This is an optimization exercise on Yosys and OpenROAD, whose aim is small area and a short achievable clock period, not a production implementation.
Function was checked by simulation only, so behaviour that the tests miss may differ from the original.
Power is estimated from default activity; no workload was simulated.

==> flow/design.v (excerpt) <==
module pwroff_engine (
    input  wire        clk,
    input  wire        rst_n,         
    input  wire [31:0] base,
    input  wire [31:0] tick_rate,
    input  wire        trig_valid,
    input  wire [7:0]  trig_reason,
    output wire        ret_valid,
    output wire        ret_handled,
    input  wire        ret_ready,
    output wire        bus_valid,
    output wire        bus_write,
    output wire [31:0] bus_addr,
    output wire [7:0]  bus_wdata,
    input  wire        bus_ready,
    input  wire [7:0]  bus_rdata,
    output wire        slp_valid,
    output wire [6:0]  slp_units,
    input  wire        slp_ready,
    output wire        diag_valid,
    output wire [7:0]  diag_code,
    output wire [31:0] diag_data,
    input  wire        diag_ready,
    output wire [31:0] status
);
    localparam [3:0] S_IDLE         = 4'd0;
    localparam [3:0] S_CFG          = 4'd1;
    localparam [3:0] S_TX_POLL      = 4'd2;
    localparam [3:0] S_TX_WRITE     = 4'd3;
    localparam [3:0] S_RX_POLL      = 4'd4;
    localparam [3:0] S_RX_SLEEP     = 4'd5;
    localparam [3:0] S_RX_DATA      = 4'd6;
    localparam [3:0] S_DIAG_SHORT   = 4'd7;
    localparam [3:0] S_SETTLE_FLUSH = 4'd8;
    localparam [3:0] S_DIAG_CSUM    = 4'd9;
    localparam [3:0] S_DIAG_NAK     = 4'd10;
    localparam [3:0] S_POST_OK      = 4'd11;
    localparam [3:0] S_DIAG_EXH     = 4'd12;
    localparam [3:0] S_EXH_SLEEP    = 4'd13;
    localparam [3:0] S_RETURN       = 4'd14;
    localparam [3:0] S_DONE         = 4'd15;
    reg  [3:0]  st;
    reg         vbus, vslp, vdiag, vret;     
    reg         hs;          
    reg         lsr;         
    reg         flt;         
    reg         cfgd;        
    reg  [1:0]  cmd;
    reg  [1:0]  att;
    reg  [5:0]  res;         
    reg         fm;          
    reg  [5:0]  cnt;         
    reg  [3:0]  k;           
    reg  [7:0]  acc;
    reg  [31:0] R;
    reg  [29:0] A;
    wire s_idle   = (st == S_IDLE);
    wire s_cfg    = (st == S_CFG);
    wire s_txp    = (st == S_TX_POLL);
    wire s_txw    = (st == S_TX_WRITE);
    wire s_rxp    = (st == S_RX_POLL);
    wire s_rxd    = (st == S_RX_DATA);
  ...
For scale: about 700 cells after synthesis, roughly 6200 µm² of cells after synthesis.
Settings: LEC_CHECK=0, CAP_MARGIN=20, CORE_MARGIN=2, CORE_UTILIZATION=40, SLEW_MARGIN=20; clock period 20.0 ns.
standard.sh (not shown) runs the stock make flow with config.mk's settings and CLKGATE_MAP_FILE= SYNTH_SCRIPT=/design/flow/synth_recipe.tcl, a recipe that flattens the netlist after the stock synthesis.
==> flow/flow/run.sh <==
#!/bin/bash
# The standard layout (standard.sh) with:
#  - the standard synthesis script, its ABC step given an area script;
#  - the synthesis buffers removed at floorplan;
#  - small port buffers;
#  - timing repair after CTS aiming past the clock period (setup margin).
set -euo pipefail
W=$PWD
{ head -n 1 synth_recipe.tcl; cat flow/abc_override.tcl; tail -n +2 synth_recipe.tcl; } > synth_area.tcl
export AREA_ABC_SCRIPT=$W/flow/area.abc
bash standard.sh \
  SYNTH_SCRIPT=$W/synth_area.tcl \
  REMOVE_ABC_BUFFERS=1 \
  "BUFFER_PORTS_ARGS=-buffer_cell sky130_fd_sc_hd__buf_1" \
  SETUP_SLACK_MARGIN=14.6 \
  MATCH_CELL_FOOTPRINT=0 \
  SKIP_REPAIR_TIE_FANOUT=1 \
  CORE_UTILIZATION=65 \
  CTS_BUF_LIST=sky130_fd_sc_hd__clkbuf_8 \
  finish > standard.log 2>&1
==> flow/flow/abc_override.tcl <==
# Map the logic with an area-oriented ABC script (flow/area.abc) in place of
# the speed script; every other argument (liberty, dont_use cells, delay
# target) is kept. The flip-flops are mapped before ABC runs, so they are the
# standard synthesis's.
proc abc {args} {
  set i [lsearch -exact $args -script]
  if { $i >= 0 } {
    set args [lreplace $args $i [expr {$i + 1}] -script $::env(AREA_ABC_SCRIPT)]
  }
  yosys abc {*}$args
}
==> flow/flow/area.abc <==
&get -n
&st
&dch
&nf -R 1000
&put
The baseline ran to the end with no violations.
==> next run, changes <==
--- a/flow/flow/run.sh
+++ b/flow/flow/run.sh
@@ -16,5 +16,4 @@
   MATCH_CELL_FOOTPRINT=0 \
   SKIP_REPAIR_TIE_FANOUT=1 \
-  CORE_UTILIZATION=65 \
   CTS_BUF_LIST=sky130_fd_sc_hd__clkbuf_8 \
   finish > standard.log 2>&1
What happened: The changed run passed the timing, DRC and antenna checks. Clock-buffer cell count went up by 1. Worst hold slack improved by 0.0036 ns. Sequential power is about the same. Global-route usage went down by 13 points. Clock skew went up by 0.0040 ns. Critical path depth went down by 5. Non-clock buffer count went down by 1.
==> next run, changes <==
--- a/flow/flow/run.sh
+++ b/flow/flow/run.sh
@@ -13,6 +13,5 @@
   REMOVE_ABC_BUFFERS=1 \
   "BUFFER_PORTS_ARGS=-buffer_cell sky130_fd_sc_hd__buf_1" \
-  SETUP_SLACK_MARGIN=14.6 \
-  MATCH_CELL_FOOTPRINT=0 \
+  SETUP_SLACK_MARGIN=14.8 \
   SKIP_REPAIR_TIE_FANOUT=1 \
   CTS_BUF_LIST=sky130_fd_sc_hd__clkbuf_8 \
Outcome: Power increases by about 0.8%; design area increases by 3.2%; synthesized cell count stays the same; clock skew is about the same; worst hold slack is about the same; combinational power increases by about 5%; global-route usage stays flat; area after synthesis does not change; worst setup slack gets better by 0.045 ns; wire length increases by about 1.9%.

what the ideal ports hide:
How much do the figures lean on ideal ports? The routed layouts below were timed once more, with nothing changed but the port constraints. Step 1: set_driving_cell puts a clkbuf_16 on clk and a buf_2 on each other input, an assumption about the parent block. Step 2 adds t to the input delays and takes it off the output delays; t is the mean of the earliest and latest rising clock arrival at the registers after step 1. Input paths then give back, and output paths get back, about the clock's delay inside the block. a / b / c = no drivers / after step 1 / after step 2; a / b = the first two.
run | t, ns | setup slack, ns | hold slack, ns
the first run | 0.411 | 14.596 / 14.608 / 14.197 | 0.450 / 0.450 / 0.450
the second run | 0.426 | 14.629 / 14.591 / 14.240 | 0.454 / 0.454 / 0.454
the third run | 0.428 | 14.674 / 14.687 / 14.258 | 0.453 / 0.453 / 0.453
After both steps every run listed still meets setup and hold. The setup slack of the third run, which loses most, moves by +0.013 ns with the drivers and by -0.416 ns with both steps.
